This design comes from an exercise in tuning for small area, a short achievable clock period and few clock cycles on the open sky130 flow, not from production work.
Only simulation tests tie the RTL to the original design; equivalence was not proved.

==> design.v <==
module rfmp_add12 (
  input  wire [23:0] a,
  input  wire [23:0] b,
  input  wire [1:0]  cin,      
  output reg  [23:0] sum       
);
  integer i;
  reg signed [2:0] s;
  reg signed [2:0] c;
  reg signed [2:0] d;
  function automatic signed [2:0] tval(input [1:0] t);
    tval = t[0] ? 3'sd1 : (t[1] ? -3'sd1 : 3'sd0);
  endfunction
  always @* begin
    c = tval(cin);
    sum = 24'd0;
    for (i = 0; i < 12; i = i + 1) begin
      s = tval(a[2*i +: 2]) + tval(b[2*i +: 2]) + c;    
      if (s >= 3'sd2)       c = 3'sd1;
      else if (s <= -3'sd2) c = -3'sd1;
      else                  c = 3'sd0;
      d = s - 3'sd3 * c;                                  
      sum[2*i +: 2] = (d > 0) ? 2'b01 : ((d < 0) ? 2'b10 : 2'b00);
    end
  end
endmodule
module rfmp_alu (
  input  wire [23:0] a,
  input  wire [23:0] b,
  input  wire [2:0]  fn,       
  output reg  [23:0] y
);
  localparam FN_ADD = 3'd0, FN_SUB = 3'd1, FN_AND = 3'd2, FN_OR = 3'd3, FN_NOT = 3'd4;
  function automatic [23:0] neg_word(input [23:0] w);
    integer k;
    for (k = 0; k < 12; k = k + 1)
      neg_word[2*k +: 2] = {w[2*k], w[2*k+1]};
  endfunction
  function automatic signed [2:0] tval(input [1:0] t);
    tval = t[0] ? 3'sd1 : (t[1] ? -3'sd1 : 3'sd0);
  endfunction
  wire [23:0] b_neg = neg_word(b);
  wire [23:0] add_b = (fn == FN_SUB) ? b_neg : b;
  wire [23:0] sum;
  rfmp_add12 u_add (.a(a), .b(add_b), .cin(2'b00), .sum(sum));
  integer i;
  always @* begin
    y = 24'd0;
    case (fn)
      FN_ADD, FN_SUB: y = sum;
      FN_NOT:         y = neg_word(a);
      FN_AND:
        for (i = 0; i < 12; i = i + 1)
          y[2*i +: 2] = (tval(a[2*i +: 2]) < tval(b[2*i +: 2])) ? a[2*i +: 2] : b[2*i +: 2];
      FN_OR:
        for (i = 0; i < 12; i = i + 1)
          y[2*i +: 2] = (tval(a[2*i +: 2]) > tval(b[2*i +: 2])) ? a[2*i +: 2] : b[2*i +: 2];
      default:        y = 24'd0;
    endcase
  end
endmodule
module rfmp_core #(
  parameter MEM_SIZE = 32
) (
  input  wire        clk,
  input  wire        rst,           
  input  wire        cmd_valid,
  output wire        cmd_ready,
  input  wire [2:0]  cmd_op,
  input  wire [4:0]  cmd_addr,
  input  wire [23:0] cmd_word,
  input  wire [4:0]  dbg_addr,
  output wire [23:0] dbg_word,
  output wire [23:0] reg0,
  output wire [23:0] reg1,
  output wire [23:0] reg2,
  output wire [23:0] reg3,
  output wire [23:0] pc,
  output wire        halted,
  output wire [2:0]  halt_cause
);
  localparam CMD_NOP   = 3'd0,
             CMD_STEP  = 3'd1,
             CMD_LOAD  = 3'd2,
             CMD_START = 3'd3,
             CMD_POKE  = 3'd4,
             CMD_WREG  = 3'd5;
  localparam H_NONE = 3'd0, H_FETCH_OOB = 3'd1, H_UNMAPPED = 3'd2,
             H_ECC = 3'd3, H_CAP = 3'd4, H_DATA_OOB = 3'd5;
  localparam FN_ADD = 3'd0, FN_SUB = 3'd1, FN_AND = 3'd2, FN_OR = 3'd3, FN_NOT = 3'd4;
  function automatic signed [2:0] tval(input [1:0] t);
    tval = t[0] ? 3'sd1 : (t[1] ? -3'sd1 : 3'sd0);
  endfunction
  function automatic signed [19:0] wval(input [23:0] w);
    integer k;
    reg signed [19:0] acc;
    begin
      acc = 20'sd0;
      for (k = 11; k >= 0; k = k - 1)
        acc = acc * 20'sd3 + tval(w[2*k +: 2]);
      wval = acc;
    end
  endfunction
  function automatic [1:0] parity(input [23:0] w);
    integer k;
    reg signed [5:0] s;
    begin
      s = 6'sd0;
      for (k = 0; k < 12; k = k + 1)
        s = s + tval(w[2*k +: 2]);
      s = s + 6'sd12;                
      parity = s % 3;
    end
  endfunction
  reg [23:0] regs [0:3];
  reg [23:0] mem  [0:MEM_SIZE-1];
  reg [1:0]  par  [0:MEM_SIZE-1];
  reg [23:0] pc_q;
  reg        halted_q;
  reg [2:0]  cause_q;
  assign cmd_ready  = 1'b1;
  assign reg0       = regs[0];
  assign reg1       = regs[1];
  assign reg2       = regs[2];
  assign reg3       = regs[3];
  assign pc         = pc_q;
  assign halted     = halted_q;
  assign halt_cause = cause_q;
  assign dbg_word   = mem[dbg_addr];
  wire signed [19:0] pc_int = wval(pc_q);
  wire               pc_inb = (pc_int >= 0) && (pc_int < MEM_SIZE);
  wire [23:0]        iw     = mem[pc_int[4:0]];
  wire               wide   = (iw[5:0] != 6'd0);
  wire signed [19:0] op3    = wval({18'd0, iw[5:0]});
  wire signed [19:0] w_ra   = wval({18'd0, iw[11:6]});
  wire signed [19:0] w_rb   = wval({18'd0, iw[17:12]});
  wire signed [19:0] w_imm  = wval({18'd0, iw[23:18]});
  wire signed [19:0] m_sub  = wval({20'd0, iw[9:6]});
  wire signed [19:0] m_ra   = wval({20'd0, iw[13:10]});
  wire signed [19:0] m_arg  = wval({20'd0, iw[17:14]});
  wire signed [19:0] opv    = wide ? op3 : m_sub;
  wire [1:0]         ra_idx = wide ? w_ra[1:0] : m_ra[1:0];
  wire [1:0]         rb_idx = wide ? w_rb[1:0] : m_arg[1:0];
  wire signed [19:0] ea     = wide ? w_imm : m_arg;
  wire [23:0]        tgt_w  = wide ? {18'd0, iw[23:18]} : {20'd0, iw[17:14]};
  wire [23:0] ra_val = regs[ra_idx];
  wire [23:0] rb_val = regs[rb_idx];
  wire is_add    = (opv == 1);
  wire is_sub    = (opv == 2);
  wire is_and    = (opv == 3);
  wire is_or     = (opv == 4);
  wire is_not    = (opv == -1);
  wire is_ld     = (opv == -2);
  wire is_st     = (opv == -3);
  wire is_jmp    = (opv == -4);
  wire is_jmprel = wide && (opv == -5);
  wire is_cst    = wide && (opv == -6);
  wire is_cld    = wide && (opv == -7);
  wire mapped    = is_add | is_sub | is_and | is_or | is_not | is_ld | is_st |
                   is_jmp | is_jmprel | is_cst | is_cld;
  reg [2:0] alu_fn;
  always @* begin
    alu_fn = FN_ADD;
    if (is_sub) alu_fn = FN_SUB;
    if (is_and) alu_fn = FN_AND;
    if (is_or)  alu_fn = FN_OR;
    if (is_not) alu_fn = FN_NOT;
  end
  wire [23:0] alu_y;
  rfmp_alu u_alu (.a(ra_val), .b(rb_val), .fn(alu_fn), .y(alu_y));
  wire [23:0] pc_plus1;
  wire [23:0] pc_rel;
  rfmp_add12 u_inc (.a(pc_q), .b(24'd0), .cin(2'b01), .sum(pc_plus1));
  rfmp_add12 u_rel (.a(pc_q), .b({18'd0, iw[23:18]}), .cin(2'b01), .sum(pc_rel));
  wire signed [19:0] cap_base = wval({12'd0, rb_val[11:0]});
  wire signed [19:0] cap_len  = wval({16'd0, rb_val[19:12]});
  wire               cap_rd   = (rb_val[21:20] == 2'b01);
  wire               cap_wr   = (rb_val[23:22] == 2'b01);
  wire               in_range = (cap_base <= ea) && (ea < cap_base + cap_len);
  wire               cap_ok   = is_cld ? (cap_rd && in_range) :
                                is_cst ? (cap_wr && in_range) : 1'b1;
  wire        ea_inb   = (ea >= 0) && (ea < MEM_SIZE);
  wire [23:0] ld_word  = mem[ea[4:0]];
  wire        ecc_ok   = (parity(ld_word) == par[ea[4:0]]);
  wire        is_load  = is_ld | is_cld;
  wire        is_store = is_st | is_cst;
  wire        is_alu   = is_add | is_sub | is_and | is_or | is_not;
  reg        s_halt;
  reg [2:0]  s_cause;
  reg        s_reg_we;
  reg [23:0] s_reg_wd;
  reg        s_mem_we;
  reg [23:0] s_pc;
  always @* begin
    s_halt   = 1'b0;
    s_cause  = H_NONE;
    s_reg_we = 1'b0;
    s_reg_wd = alu_y;
    s_mem_we = 1'b0;
    s_pc     = pc_plus1;
    if (!pc_inb) begin
      s_halt = 1'b1; s_cause = H_FETCH_OOB;
    end else if (!mapped) begin
      s_halt = 1'b1; s_cause = H_UNMAPPED;
    end else if (!cap_ok) begin
      s_halt = 1'b1; s_cause = H_CAP;
    end else if ((is_load || is_store) && !ea_inb) begin
      s_halt = 1'b1; s_cause = H_DATA_OOB;
    end else if (is_load && !ecc_ok) begin
      s_halt = 1'b1; s_cause = H_ECC;
    end else begin
      if (is_alu) begin
        s_reg_we = 1'b1;
      end
      if (is_load) begin
        s_reg_we = 1'b1;
        s_reg_wd = ld_word;
      end
      if (is_store)
        s_mem_we = 1'b1;
      if (is_jmp)
        s_pc = tgt_w;
      if (is_jmprel)
        s_pc = pc_rel;
    end
  end
  wire do_cmd  = cmd_valid && cmd_ready;
  wire do_step = do_cmd && (cmd_op == CMD_STEP) && !halted_q;
  integer j;
  always @(posedge clk) begin
    if (rst) begin
      for (j = 0; j < 4; j = j + 1)
        regs[j] <= 24'd0;
      pc_q     <= 24'd0;
      halted_q <= 1'b0;
      cause_q  <= H_NONE;
    end else if (do_cmd) begin
      case (cmd_op)
        CMD_STEP:
          if (!halted_q) begin
            if (s_halt) begin
              halted_q <= 1'b1;
              cause_q  <= s_cause;
            end else begin
              pc_q <= s_pc;
              if (s_reg_we)
                regs[ra_idx] <= s_reg_wd;
            end
          end
        CMD_START: begin
          pc_q     <= 24'd0;
          halted_q <= 1'b0;
          cause_q  <= H_NONE;
        end
        CMD_WREG:
          regs[cmd_addr[1:0]] <= cmd_word;
        default: ;
      endcase
    end
  end
  genvar g;
  generate
    for (g = 0; g < MEM_SIZE; g = g + 1) begin : g_mem
      wire host_wr = do_cmd && ((cmd_op == CMD_LOAD) || (cmd_op == CMD_POKE)) &&
                     (cmd_addr == g);
      wire step_wr = do_step && s_mem_we && (ea[4:0] == g);
      always @(posedge clk) begin
        if (rst) begin
          mem[g] <= 24'd0;
          par[g] <= 2'd0;
        end else if (host_wr) begin
          mem[g] <= cmd_word;
          if (cmd_op == CMD_LOAD)
            par[g] <= parity(cmd_word);
        end else if (step_wr) begin
          mem[g] <= ra_val;
          par[g] <= parity(ra_val);
        end
      end
    end
  endgenerate
endmodule
==> run.sh <==
#!/bin/bash
# synth_recipe.tcl (not shown) runs the flow's synth.tcl, then flattens the netlist and writes it again
# the make line also repeats each setting of config.mk as NAME=value (left out here)
make -C /OpenROAD-flow-scripts/flow DESIGN_CONFIG=/design/flow/config.mk WORK_HOME=/design/flow/orfs CLKGATE_MAP_FILE= SYNTH_SCRIPT=/design/flow/synth_recipe.tcl finish
==> config.mk <==
export PLATFORM = sky130hd
export DESIGN_NAME = rfmp_core
export DESIGN_NICKNAME = rfmp_core
export VERILOG_FILES = /design/flow/design.v
export SDC_FILE = /design/flow/constraint.sdc
export NUM_CORES = 8
export LEC_CHECK = 0
export CAP_MARGIN = 20
export CORE_MARGIN = 2
export CORE_UTILIZATION = 28
export PLACE_DENSITY = 0.42
export SETUP_SLACK_MARGIN = 2
export SLEW_MARGIN = 20
==> constraint.sdc <==
create_clock -name core_clock -period 50.0 [get_ports {clk}]
set_input_delay 10.0000 -clock core_clock [delete_from_list [all_inputs] [get_ports {clk}]]
set_output_delay 10.0000 -clock core_clock [all_outputs]
set_load 0.01 [all_outputs]
==> run summary <==
-- metrics by stage --
step	utilization, %	cells
3_5_place_dp	30.3	17000
5_1_grt	31.7	17300
2_1_floorplan	-	12800
4_1_cts	31.7	17200
3_3_place_gp	30.3	17000
6_report	31.8	17300
-- layout by cell type, fill, tap and decap left out, types with 128 or more instances in the layout --
master,n
a211oi_1,783
a21oi_1,1241
a221oi_1,228
a22o_1,205
a22oi_1,436
buf_4,333
clkbuf_16,145
clkdlybuf4s50_1,163
dfxtp_1,860
fa_1,425
ha_1,818
inv_1,1376
mux2i_1,128
nand2_1,506
nand3_1,154
nand4_1,154
nor2_1,2007
o21ai_0,313
xnor2_1,272
xor2_1,132
-- logic make-up (layout without fill, tap and decap cells) --
kind of cell / Yosys count / in the layout
compound gates: 4074 / 4074
flops: 956 / 956
xor+xnor: 426 / 426
mux: 229 / 229
fa+ha+maj: 1248 / 1248
simple gates: 3557 / 3557
buf+inv: 2356 / 2159
other cells: 1 / 87
-- layer usage --
layer	share of wire [%]	global-route usage, %	up-vias
li1	-	-	45100
met1	39	42.2	52900
met2	41	49.5	7987
met4	8.5	24.0	16
met3	11	11.2	2476
met5	0.022	0.446	-
-- path summary, 6_finish.rpt --
kind              slack, ns  cells past startpoint           to  startpoint
hold reg to reg        0.50                      1     pc_q[23]    pc_q[23]
setup / recovery       5.10                    200  regs[1][22]    pc_q[20]
hold / removal         0.50                      1     pc_q[23]    pc_q[23]
setup reg to reg       5.10                    200  regs[1][22]    pc_q[20]
-- synth_stat cells (48+ instances only) --
cell and n:
a211oi_1 784, a21o_1 105, a21oi_1 1250, a221o_1 58
a221oi_1 228, a222oi_1 61, a22o_1 205, a22oi_1 437
a31oi_1 61, buf_2 74, buf_4 54, clkbuf_1 767
dfxtp_1 860, edfxtp_1 96, fa_1 426, ha_1 821
inv_1 1377, mux2_2 67, mux2i_1 132, nand2_1 515
nand2b_1 123, nand3_1 157, nand4_1 154, nor2_1 2078
nor2b_1 85, nor3_1 128, nor4_1 48, o21ai_0 347
o21bai_1 52, o22ai_1 63, or2_2 76, xnor2_1 282
xor2_1 133
-- sequential cells by signal (all words and copies together), names as in the netlist --
signal    count
halted_q      1
cause_q       3
par          64
pc_q         24
regs         96
mem         768
-- what timing repair did --
action / in CTS / in global routing
endpoints found under the hold margin: 0 / 0
setup buffers: 0 / 4
setup endpoints to repair: 0 / 16
gates resized for setup: 0 / 18
-- final cells by class --
cell class,instances,area share [%]
Antenna cell,86,0.194
Tap cell,4599,5.18
Clock inverter,51,0.565
Timing Repair Buffer,540,4.23
Inverter,1381,4.67
Clock buffer,187,3.57
Multi-Input combinational cell,9535,63.5
Sequential cell,956,18.1
==> impl_results.md <==
* Final wirelength at 629000 um
* Max Buffers Root-to-Sink at 4
* # hold bufs at CTS at 0
* Syn Nets at 14100
* CTS Root Cell: clkbuf_16
* # DRC at 0
* Share of post-route cells with drive strength above 1 at 8.07%
* # fillers at 37200
* Status: finished clean
* Dpl hpwl at 427000 um
* Clock Pin Slew Worst Setup and Hold Paths at 0.06 ns
* Yosys Warn Count at 5
* Buffers added on ports at 187
* Area of the multi-input gates at 0.0705 sq mm
* Post-synthesis mux area share at 2.78%
* Post-synthesis compound-gate area fraction at 28.3%
* Worst Setup Start Kind: flop
* Setup Skew at 0.0686 ns
* Grt ovf at 0
* Die width at 596 um
* Instance area at placement at 0.106 sq mm
* Mapped Cells at 12800
* Chip Height at 596 um
* Global placement routability congestion at 1.06
* Synth Register Bits at 956
* Critical Path Sink Type: flop
* Synth Area in XOR/XNOR at 3.94%
* Starting DRT DRC Count at 16200
* CP Data Required Time at 50.62 ns
* Rel. slew slack at 12.1%
* FFs w/ async S/R, synth at 0%
* Worst-skew pair later-pin latency at 0.89 ns
* Largest family of logic cells by synthesized area: compound AO/OA/AOI/OAI gates
* Synth top area cells: dfxtp_1 18%, ha_1 10%, fa_1 8.7%
* Fmax at 22.3 MHz
* First-pass GRT wire length at 847000 um
* Final setup viols at 0
* Adder-cell area share of the yosys netlist at 19.1%
* Vias in the first global route at 99900
* Area delta synth->final at 13.0%
* RSZ-0062 raised after global routing: no
* Fin crit share at 89.8%
* Final instance area at 0.111 sq mm
* Sink Count at 956
* Vias at 109000
* Area share of the largest cell type after synthesis at 17.5%
* First-pass iteration count of the detailed router at 12
* Final Max Tran Viols at 0
* Crit path time final at 44.90 ns
* Worst Slack Setup Final at 5.10 ns
* # rows at 217
* Buf+Inv Stages, Crit Path at 53
* Largest net degree at the start of global routing at 100
* Max Cap Viol at 0
* TritonCTS clock tree: built
* Wire per inst at 36.3 um
* Simple-gate share of the synthesized area at 15.9%
* Cell mode on critical path: inv_1
* Initial antenna violation count at 67
* Crit-path slowest cell: fa_4
* Floorplan core area at 0.349 sq mm
* Tot GR Track Use at 34.1%
* Mapped Avg Cell Area at 7.65 sq um
* Mapped cell area at 0.0982 sq mm
* Worst path max stage delay at 1.04 ns
* Die area at 0.356 sq mm
* Hold slack at 0.497 ns
* Worst min-delay path category: reg2reg
* Htree depth at 4
* Number of buffers created by CTS at 138
* Crit-path leading delay family: adder cells
* Final Hold Viols at 0
* I/O pins at 189
* WS Path Type: reg2reg
* Distinct cells, synth at 108
* WP data arrival at 45.52 ns
* Initial Util at 28.1%
* Number of routed nets with antenna violations at 0
* Setup TNS at 0 ns
* Vias per cell at 6.26
* Dpl ws at 3.60 ns
* Synth Flop Type: dfxtp_1
* Slew @ Worst Pin at 1.32 ns
* Post-synth EDFFs at 96
* Nets at 13800
* Largest area contributor in the netlist: dfxtp_1
* Sequential area share after synthesis at 20.5%
* Worst-path fanout max at 31
* Register area at 0.0201 sq mm
Testbench counts, summed over its fixed seeds: cycles 82,053.

## re-timing with driven ports
How much do the figures lean on ideal ports? The routed layout below was timed once more, with nothing changed but the port constraints.
Step 1 sets driving cells, clkbuf_16 on the clock port and buf_2 on the other inputs (assumed; they add their load-dependent delay and slew).
Step 2, shift: input delay + t, output delay - t, t = (earliest + latest rising clock arrival at the registers) / 2. This alone moves slack from input paths to output paths.
Three values: ideal ports, drivers, drivers and shift; two values: the first two.
t (ns): 0.967
slack for setup (ns): 5.102 / 5.102 / 5.102
hold WS [ns]: 0.497 / 0.497 / 0.497
latest minus earliest clock arrival (ns): 0.069 / 0.068
worst slew at a driven data input, ns: 0.17
After both steps setup and hold are still met in this run. For this run, drivers alone change the setup slack by 0.000 ns; drivers and shift together by 0.000 ns.
